Source: an optimization exercise on an open RTL-to-GDS flow (aim: small area). Production flows keep margins and buffers that such runs may drop. At most, simulation tests tie the RTL to the original design; equivalence was not proved. Power and IR drop assume default switching activity. No driver is modelled on the clock port, so clocking that relies on it looks cheaper here than on a real chip.

## kfs
module kfs (
    input  wire         clk,
    input  wire         rst,           
    input  wire         in_valid,
    input  wire [15:0]  in_word,
    input  wire [5:0]   buf_addr,
    output reg  [3:0]   ev,
    output reg          st_ill,
    output wire [3:0]   fs_idx,
    output wire         frame_done,
    output wire         dpt_ok,
    output wire [4:0]   rd_d1,
    output wire [4:0]   rd_d2,
    output wire [4:0]   rd_d3,
    output wire         rd_dp,
    output wire         rd_ind,
    output wire [4:0]   dpt_len,
    output wire [159:0] dpt_out,
    output wire [1:0]   cv_st,
    output wire [6:0]   cv_len,
    output wire [7:0]   cv_sum,
    output wire         cv_hold,
    output wire         cv_trunc,
    output wire [7:0]   buf_rd,
    output wire [1:0]   sc_stat,
    output wire [3:0]   sc_olen,
    output wire [95:0]  sc_out
);
==> flow/config.mk <==
export PLATFORM = sky130hd
export DESIGN_NAME = kfs
export DESIGN_NICKNAME = kfs
export VERILOG_FILES = /design/flow/design.v
export SDC_FILE = /design/flow/constraint.sdc
export NUM_CORES = 4
export LEC_CHECK = 0
export CAP_MARGIN = 20
export CORE_MARGIN = 2
export CORE_UTILIZATION = 50
export PLACE_DENSITY = 0.65
export SLEW_MARGIN = 20
export SYNTH_HIERARCHICAL = 1
==> flow/constraint.sdc <==
create_clock -name core_clock -period 20.0 [get_ports {clk}]
set_input_delay 4.0000 -clock core_clock [delete_from_list [all_inputs] [get_ports {clk}]]
set_output_delay 4.0000 -clock core_clock [all_outputs]
set_load 0.01 [all_outputs]
standard.sh (not shown) runs the stock make flow with config.mk's settings and CLKGATE_MAP_FILE= SYNTH_SCRIPT=/design/flow/synth_recipe.tcl, a recipe that flattens the netlist after the stock synthesis.
==> flow/flow/run.sh <==
#!/bin/bash
# Standard layout, with the smallest buffer on each input and output port
# in place of the default port buffer, and a clock tree without dummy
# loads.
set -euo pipefail
export BUFFER_PORTS_ARGS="-buffer_cell sky130_fd_sc_hd__buf_1"
export CTS_ARGS="-sink_clustering_enable -repair_clock_nets -sink_clustering_size 30 -sink_clustering_max_diameter 100 -buf_list {sky130_fd_sc_hd__clkbuf_8 sky130_fd_sc_hd__clkbuf_16} -dont_use_dummy_load"
bash standard.sh > standard.log 2>&1
Next try:
--- a/flow/design.v
+++ b/flow/design.v
@@ -114,26 +114,25 @@
     output reg         s4,
     output reg  [10:0] sdot,
     output reg  [3:0]  tlen
 );
     localparam K_V = 2'd0;
     localparam K_I = 2'd1;
     localparam K_P = 2'd2;
     localparam K_E = 2'd3;
-    wire [3:0] n     = sp - {3'd0, sg};
     wire       point = (fk == K_V) || (fk == K_I && fp);    
-    wire       few   = (n < 4'd4);
+    wire       few   = sg ? (sp < 4'd5) : (sp < 4'd4);
     wire       mA    = !point;                   
     wire       mB    = point && !few;            
     wire       mV    = point && few && (fk == K_V);    
     wire       mI    = point && few && (fk == K_I);    
     wire       isP   = (fk == K_P);
-    wire       n3    = (n == 4'd3);
-    wire       n2    = (n == 4'd2);
+    wire       n3    = sg ? (sp == 4'd4) : (sp == 4'd3);
+    wire       n2    = sg ? (sp == 4'd3) : (sp == 4'd2);
     wire [14:0] th;
     genvar g;
     assign th[0] = 1'b1;
     generate
         for (g = 0; g < 14; g = g + 1) begin : g_th
             assign th[g+1] = (sp > g);
         end
     endgenerate
@@ -365,83 +364,93 @@
     localparam ST_CKB  = 2'd1;
     localparam ST_HOLD = 2'd2;
     localparam [63:0] MARK8 = 64'h43_68_65_63_6B_73_75_6D;    
     localparam [7:0]  MARK_LAST = 8'h09;
     reg [1:0]   cst;
     reg [5:0]   clen;                
     reg [7:0]   csum;
     reg         ctrunc;
-    reg [511:0] sr;                  
+    reg [503:0] sr;                  
     wire [5:0] cn     = clen + 6'd1;
     wire [7:0] cs     = csum + b;
     wire       at_cap = (clen == 6'd63);
     wire       ended  = (cst == ST_CKB) || at_cap;
     wire       marker = (clen[5:3] != 3'd0) && (sr[63:0] == MARK8) && (b == MARK_LAST);
     wire       active = do_cv_push && (cst != ST_HOLD);
     wire cv_ev_ok      = active && ended && (cs == 8'd0);
     wire cv_ev_discard = active && ended && (cs != 8'd0);
     always @(posedge clk) begin
-        if (active)
-            sr <= {sr[503:0], b};
+        if (active && !ended)
+            sr <= {sr[495:0], b};
     end
     always @(posedge clk) begin
         if (rst || do_cv_start) begin
             cst    <= ST_ACC;
             clen   <= 6'd0;
             csum   <= 8'd0;
             ctrunc <= 1'b0;
         end else if (active) begin
             if (!ended) begin
                 clen <= cn;
                 csum <= cs;
                 if (marker)
                     cst <= ST_CKB;
             end else if (cs == 8'd0) begin
                 clen   <= cn;
-                csum   <= 8'd0;
                 cst    <= ST_HOLD;
                 ctrunc <= (cst == ST_ACC);
             end else begin
                 clen   <= 6'd0;
                 csum   <= 8'd0;
                 cst    <= ST_ACC;
                 ctrunc <= 1'b0;
             end
         end
     end
     assign cv_st    = cst;
     assign cv_hold  = (cst == ST_HOLD);
     assign cv_len   = {cv_hold && (clen == 6'd0), clen};
-    assign cv_sum   = csum;
+    assign cv_sum   = cv_hold ? 8'd0 : csum;
     assign cv_trunc = ctrunc;
     wire [5:0] depth = clen + ~buf_addr;
-    kfs_rdmux u_rd (.sr(sr), .depth(depth), .rd(buf_rd));
+    reg  [7:0] last;
+    reg        lo_set;
+    integer    ni;
+    always @* begin
+        lo_set = 1'b0;
+        for (ni = 0; ni < 8; ni = ni + 1) begin
+            last[ni] = csum[ni] ^ lo_set;
+            lo_set   = lo_set | csum[ni];
+        end
+    end
+    kfs_rdmux u_rd (.sr({sr, last}), .depth(depth), .rd(buf_rd));
     localparam K_I = 2'd1;
     localparam STAT_NONE    = 2'd0;
     localparam STAT_OK      = 2'd1;
     localparam STAT_MISSING = 2'd2;
     localparam STAT_BADTOK  = 2'd3;
     reg [43:0] slot;                 
     reg [3:0]  sp;                   
     reg        sg;                   
     reg        bad;
     reg [1:0]  sst;
     reg [1:0]  fk;                   
     reg        fp;
-    wire [3:0] sn       = sp - {3'd0, sg};       
+    wire       n_zero   = (sp == {3'd0, sg});
+    wire       n_full   = sg ? (sp == 4'd11) : (sp == 4'd10);
     wire       is_minus = (b == 8'h2D);
     wire       is_digit = (b[7:4] == 4'h3) && (b[3:0] <= 4'd9);
     wire fmt_bad     = bad || (sg && in_word[1:0] != K_I);
-    wire fmt_missing = !fmt_bad && (sn == 4'd0);
+    wire fmt_missing = !fmt_bad && n_zero;
     wire fmt_ok      = !fmt_bad && !fmt_missing;
     wire sc_ev_done    = do_sc_fmt && fmt_ok;
     wire sc_ev_missing = do_sc_fmt && fmt_missing;
     wire sc_ev_badtok  = do_sc_fmt && fmt_bad;
-    wire take = do_sc_push && ((is_minus && sp == 4'd0) || (is_digit && sn != 4'd10));
+    wire take = do_sc_push && ((is_minus && sp == 4'd0) || (is_digit && !n_full));
     integer j;
     always @(posedge clk) begin
         for (j = 0; j < 11; j = j + 1)
             if (take && sp == j)
                 slot[4*j +: 4] <= b[3:0];
     end
     always @(posedge clk) begin
         if (rst || do_sc_clr) begin
The new run went through all stages and came out clean. Power decreases by about 1.7%. Non-clock buffer count decreases by 1. Cell area stays flat. Hold slack gets worse by 0.048 ns. Die area increases by 0.32%. Via count increases by 2.8%. Synthesized area increases by 0.33%. Wire length increases by about 0.56%. Sequential share of layout area decreases by 0.94 points. Clock skew stays flat.
The RTL of the second run of this note was laid out without a check of its function.

---

## the reference run
Starting RTL as in the previous note.
Settings: LEC_CHECK=0, CAP_MARGIN=20, CORE_MARGIN=2, CORE_UTILIZATION=30, CTS_BUF_LIST=sky130_fd_sc_hd__clkbuf_8 sky130_fd_sc_hd__clkbuf_16, CTS_CLUSTER_DIAMETER=100, CTS_CLUSTER_SIZE=30, PLACE_DENSITY=0.5, SLEW_MARGIN=20, SYNTH_HIERARCHICAL=1; clock period 20.0 ns.
==> flow/flow/run.sh <==
#!/bin/bash
# Standard layout, with the smallest buffer on each input and output port
# in place of the default port buffer.
set -euo pipefail
export BUFFER_PORTS_ARGS="-buffer_cell sky130_fd_sc_hd__buf_1"
bash standard.sh > standard.log 2>&1
The reference run reached the final stage; the timing, DRC and antenna checks on its layout passed.
> inputs changed (the reference run -> the trial run)
--- a/flow/design.v
+++ b/flow/design.v
@@ -111,32 +111,31 @@
     output reg  [10:0] s1,
     output reg  [4:2]  s2,
     output reg  [4:3]  s3,
     output reg         s4,
     output reg  [10:0] sdot,
     output reg  [3:0]  tlen
 );
     localparam K_V = 2'd0;
     localparam K_I = 2'd1;
     localparam K_P = 2'd2;
     localparam K_E = 2'd3;
-    wire [3:0] n     = sp - {3'd0, sg};
     wire       point = (fk == K_V) || (fk == K_I && fp);    
-    wire       few   = (n < 4'd4);
+    wire       few   = sg ? (sp < 4'd5) : (sp < 4'd4);
     wire       mA    = !point;                   
     wire       mB    = point && !few;            
     wire       mV    = point && few && (fk == K_V);    
     wire       mI    = point && few && (fk == K_I);    
     wire       isP   = (fk == K_P);
-    wire       n3    = (n == 4'd3);
-    wire       n2    = (n == 4'd2);
+    wire       n3    = sg ? (sp == 4'd4) : (sp == 4'd3);
+    wire       n2    = sg ? (sp == 4'd3) : (sp == 4'd2);
     wire [14:0] th;
     genvar g;
     assign th[0] = 1'b1;
     generate
         for (g = 0; g < 14; g = g + 1) begin : g_th
             assign th[g+1] = (sp > g);
         end
     endgenerate
     integer j;
     always @* begin
         for (j = 0; j <= 10; j = j + 1) begin
@@ -362,89 +361,99 @@
     assign dpt_out[159:152] = 8'h0A;
     assign dpt_len = dpt_ok ? {2'b10, k} : 5'd0;
     localparam ST_ACC  = 2'd0;
     localparam ST_CKB  = 2'd1;
     localparam ST_HOLD = 2'd2;
     localparam [63:0] MARK8 = 64'h43_68_65_63_6B_73_75_6D;    
     localparam [7:0]  MARK_LAST = 8'h09;
     reg [1:0]   cst;
     reg [5:0]   clen;                
     reg [7:0]   csum;
     reg         ctrunc;
-    reg [511:0] sr;                  
+    reg [503:0] sr;                  
     wire [5:0] cn     = clen + 6'd1;
     wire [7:0] cs     = csum + b;
     wire       at_cap = (clen == 6'd63);
     wire       ended  = (cst == ST_CKB) || at_cap;
     wire       marker = (clen[5:3] != 3'd0) && (sr[63:0] == MARK8) && (b == MARK_LAST);
     wire       active = do_cv_push && (cst != ST_HOLD);
     wire cv_ev_ok      = active && ended && (cs == 8'd0);
     wire cv_ev_discard = active && ended && (cs != 8'd0);
     always @(posedge clk) begin
-        if (active)
-            sr <= {sr[503:0], b};
+        if (active && !ended)
+            sr <= {sr[495:0], b};
     end
     always @(posedge clk) begin
         if (rst || do_cv_start) begin
             cst    <= ST_ACC;
             clen   <= 6'd0;
             csum   <= 8'd0;
             ctrunc <= 1'b0;
         end else if (active) begin
             if (!ended) begin
                 clen <= cn;
                 csum <= cs;
                 if (marker)
                     cst <= ST_CKB;
             end else if (cs == 8'd0) begin
                 clen   <= cn;
-                csum   <= 8'd0;
                 cst    <= ST_HOLD;
                 ctrunc <= (cst == ST_ACC);
             end else begin
                 clen   <= 6'd0;
                 csum   <= 8'd0;
                 cst    <= ST_ACC;
                 ctrunc <= 1'b0;
             end
         end
     end
     assign cv_st    = cst;
     assign cv_hold  = (cst == ST_HOLD);
     assign cv_len   = {cv_hold && (clen == 6'd0), clen};
-    assign cv_sum   = csum;
+    assign cv_sum   = cv_hold ? 8'd0 : csum;
     assign cv_trunc = ctrunc;
     wire [5:0] depth = clen + ~buf_addr;
-    kfs_rdmux u_rd (.sr(sr), .depth(depth), .rd(buf_rd));
+    reg  [7:0] last;
+    reg        lo_set;
+    integer    ni;
+    always @* begin
+        lo_set = 1'b0;
+        for (ni = 0; ni < 8; ni = ni + 1) begin
+            last[ni] = csum[ni] ^ lo_set;
+            lo_set   = lo_set | csum[ni];
+        end
+    end
+    kfs_rdmux u_rd (.sr({sr, last}), .depth(depth), .rd(buf_rd));
     localparam K_I = 2'd1;
     localparam STAT_NONE    = 2'd0;
     localparam STAT_OK      = 2'd1;
     localparam STAT_MISSING = 2'd2;
     localparam STAT_BADTOK  = 2'd3;
     reg [43:0] slot;                 
     reg [3:0]  sp;                   
     reg        sg;                   
     reg        bad;
     reg [1:0]  sst;
     reg [1:0]  fk;                   
     reg        fp;
-    wire [3:0] sn       = sp - {3'd0, sg};       
+    wire       n_zero   = (sp == {3'd0, sg});
+    wire       n_full   = sg ? (sp == 4'd11) : (sp == 4'd10);
     wire       is_minus = (b == 8'h2D);
     wire       is_digit = (b[7:4] == 4'h3) && (b[3:0] <= 4'd9);
     wire fmt_bad     = bad || (sg && in_word[1:0] != K_I);
-    wire fmt_missing = !fmt_bad && (sn == 4'd0);
+    wire fmt_missing = !fmt_bad && n_zero;
     wire fmt_ok      = !fmt_bad && !fmt_missing;
     wire sc_ev_done    = do_sc_fmt && fmt_ok;
     wire sc_ev_missing = do_sc_fmt && fmt_missing;
     wire sc_ev_badtok  = do_sc_fmt && fmt_bad;
-    wire take = do_sc_push && ((is_minus && sp == 4'd0) || (is_digit && sn != 4'd10));
+    wire take = do_sc_push && ((is_minus && sp == 4'd0) || (is_digit && !n_full));
     integer j;
     always @(posedge clk) begin
         for (j = 0; j < 11; j = j + 1)
             if (take && sp == j)
                 slot[4*j +: 4] <= b[3:0];
     end
     always @(posedge clk) begin
         if (rst || do_sc_clr) begin
             sp  <= 4'd0;
             sg  <= 1'b0;
             bad <= 1'b0;
- For the trial run and the reference run, there was not a single run that failed to finish clean.
- Post-synthesis instance area in the trial run vs the reference run: up about 0.33%
- Taking the reference run over the trial run, the total wirelength of the detailed-routed design ratio works out to 0.948.
- Re HPWL reported at the end of detailed placement: the trial run and the reference run aren't equal, and the higher value belongs to the trial run.
- The trial run ended with less layout overhead on the synthesized area than the reference run.
- When the trial run is set beside the reference run, its worst hold slack turns out to be 0.013 ns smaller.
- The trial run against the reference run; synthesized netlist cell count is up by a few percent.
No functional check of the RTL was part of the trial run.

[afterwards: timing with drivers on the ports]
No port has a modelled driver above. Below, the same layouts with a new extraction and two added sets of constraints. Step 1 (the two cells are an assumption about what drives the block):
set clk [get_ports {clk}]
set_driving_cell -lib_cell sky130_fd_sc_hd__clkbuf_16 $clk
set_driving_cell -lib_cell sky130_fd_sc_hd__buf_2 [delete_from_list [all_inputs] $clk]
Step 2 times the ports against the registers' clock, not the clock port: input delays grow and output delays shrink by t, the midpoint of the rising clock arrivals with the driver on. Slacks: ideal ports / drivers / drivers and shift; pairs: ideal ports / drivers.
run	t, ns	setup WS [ns]	latest minus earliest clock arrival (ns)
the first run of note 1	0.643	7.678 / 7.652 / 7.652	0.063 / 0.063
the second run of note 1	0.627	7.644 / 7.617 / 7.617	0.067 / 0.067
the reference run	0.673	7.368 / 7.342 / 7.342	0.053 / 0.053
the trial run	0.666	7.487 / 7.455 / 7.455	0.040 / 0.040
After both steps setup and hold are still met in every run listed. The setup slack of the trial run, which loses most, moves by -0.032 ns with the drivers and by -0.032 ns with both steps.
